From an optimization exercise on the open Yosys and OpenROAD flow, aimed at small area, a short achievable clock period and few clock cycles; shortcuts taken in it are not production practice. Only simulation tests tie the RTL to the original design; equivalence was not proved. Power and IR drop assume default switching activity.

Design pae_engine, start of the top module:
module pae_engine (
    input  wire        clk,
    input  wire        rst,
    input  wire        cmd_valid,
    output wire        cmd_ready,
    input  wire [63:0] cmd_data,
    input  wire [31:0] time_us,
    output reg         resp_valid,
    output reg  [31:0] resp_data,
    output wire [3:0]  pin
);
For scale: about 18,000 cells after synthesis, ~1,300 flip-flops, ~140 I/O pins, roughly 140,000 µm² of cells after synthesis.
export LEC_CHECK = 0
export ABC_AREA = 1
export CAP_MARGIN = 20
export CORE_MARGIN = 2
export CORE_UTILIZATION = 40
export PLACE_DENSITY = 0.55
export SETUP_SLACK_MARGIN = 4
export SLEW_MARGIN = 20
create_clock -name core_clock -period 12.0 [get_ports {clk}]
run.sh (not shown) runs the stock make flow with config.mk's settings and CLKGATE_MAP_FILE= SYNTH_SCRIPT=/design/flow/synth_recipe.tcl, a recipe that flattens the netlist after the stock synthesis.
The first run went through all stages and came out clean.
Testbench counts at the start, summed over its fixed seeds: cycles 40,896.
Next try:
--- a/flow/config.mk
+++ b/flow/config.mk
@@ -11,3 +11,3 @@
-export CORE_UTILIZATION = 40
-export PLACE_DENSITY = 0.55
-export SETUP_SLACK_MARGIN = 4
+export CORE_UTILIZATION = 45
+export PLACE_DENSITY = 0.6
+export SETUP_SLACK_MARGIN = 4.5
=> Cell count went down by 1.6%; setup slack gains 0.20 ns; flip-flop and latch count does not change; total power went up by 4.4%.
Next try:
--- a/flow/config.mk
+++ b/flow/config.mk
@@ -11,3 +11,4 @@
-export CORE_UTILIZATION = 45
-export PLACE_DENSITY = 0.6
-export SETUP_SLACK_MARGIN = 4.5
+export CORE_UTILIZATION = 40
+export CTS_BUF_LIST = sky130_fd_sc_hd__clkbuf_4 sky130_fd_sc_hd__clkbuf_8
+export PLACE_DENSITY = 0.55
+export SETUP_SLACK_MARGIN = 4
After rerunning: The changed run finished clean; wire length rose by 1.6%; via count fell by 1.2%; power fell by 4.6%.

========
Setup of v15:
Another version of the RTL of pae_engine (not shown whole).
Size in the first run: roughly 18000 cells after synthesis, about 1300 flip-flops, about 140 I/O pins, about 140000 um2 of cells after synthesis.
==> flow/design.v (excerpt) <==
module pae_engine (
    input  wire        clk,
    input  wire        rst,
    input  wire        cmd_valid,
    output wire        cmd_ready,
    input  wire [63:0] cmd_data,
    input  wire [31:0] time_us,
    output reg         resp_valid,
    output reg  [31:0] resp_data,
    output wire [3:0]  pin
);
==> flow/config.mk <==
export PLATFORM = sky130hd
export DESIGN_NAME = pae_engine
export DESIGN_NICKNAME = pae_engine
export VERILOG_FILES = /design/flow/design.v
export SDC_FILE = /design/flow/constraint.sdc
export NUM_CORES = 4
export LEC_CHECK = 0
export ABC_AREA = 1
export CAP_MARGIN = 20
export CORE_MARGIN = 2
export CORE_UTILIZATION = 50
export PLACE_DENSITY = 0.65
export SETUP_SLACK_MARGIN = 4
export SLEW_MARGIN = 20
==> flow/constraint.sdc <==
create_clock -name core_clock -period 12.0 [get_ports {clk}]
set_input_delay 2.4000 -clock core_clock [delete_from_list [all_inputs] [get_ports {clk}]]
set_output_delay 2.4000 -clock core_clock [all_outputs]
set_load 0.01 [all_outputs]
Testbench counts of v15, summed over its fixed seeds: cycles 42,673.
Here is what was changed in the inputs of v22 compared with v15.
# v15
export LEC_CHECK = 0
export ABC_AREA = 1
export CAP_MARGIN = 20
export CORE_MARGIN = 2
export CORE_UTILIZATION = 50
export PLACE_DENSITY = 0.65
export SETUP_SLACK_MARGIN = 4
export SLEW_MARGIN = 20
create_clock -name core_clock -period 12.0 [get_ports {clk}]
# v22
export LEC_CHECK = 0
export ABC_AREA = 1
export CAP_MARGIN = 20
export CORE_MARGIN = 2
export CORE_UTILIZATION = 45
export PLACE_DENSITY = 0.6
export SETUP_SLACK_MARGIN = 4.5
export SLEW_MARGIN = 20
create_clock -name core_clock -period 12.0 [get_ports {clk}]
[summary]
v22 vs v15: fmax up by a few percent. Changes observed in v22 relative to v15: worst IR drop on VDD shows an increase of 0.012 mV; non-clock buffer instance count of the final layout shows an increase of 39%; worst setup slack after layout shows an increase of 0.30 ns; maximum clock path buffer count shows no meaningful change. v22 against v15: routed via count rose 1340, ratio of routed vias to standard cells lost 2.2%, utilization shrank by 3.8 points. Launching instance or port of the critical path: wq[3] -> v22, cmd_data[42] -> v15. Re area after synthesis: no difference whatsoever between v22 and v15. For the signed area change from the synthesized netlist to the final layout, v22 came in 4.5 points higher than v15 did. Route | v22 vs v15 | wire longer in v22.

[port drivers added, routing unchanged]
The flow's constraints put no driver on any port. The routed layouts listed below were extracted and timed again, unchanged, in two steps. Step 1 assumes that a clkbuf_16 drives the clock port and a buf_2 every other input. Step 2 moves the port delays by t, midway between the first and last clock arrival at a register: inputs arrive t later, outputs are due t later. That takes back most of the time a late clock gives input paths. Three values: ideal ports, drivers, drivers and shift; two values: the first two.
run | t (ns) | setup WS [ns] | worst data-port slew with drivers (ns) | pins driven straight from the clock port
the first run of note 1 | 0.998 | 3.967 / 3.861 / 3.112 | 0.25 | 1
the second run of note 1 | 1.002 | 4.166 / 4.166 / 3.573 | 0.17 | 1
the third run of note 1 | 1.153 | 4.012 / 3.921 / 2.768 | 0.24 | 1
v15 | 1.001 | 4.002 / 3.960 / 3.089 | 0.23 | 1
v22 | 1.034 | 4.303 / 4.300 / 3.431 | 0.10 | 1
After both steps setup and hold are still met in every run listed. The setup slack of the third run of note 1, which loses most, moves by -0.091 ns with the drivers and by -1.244 ns with both steps.
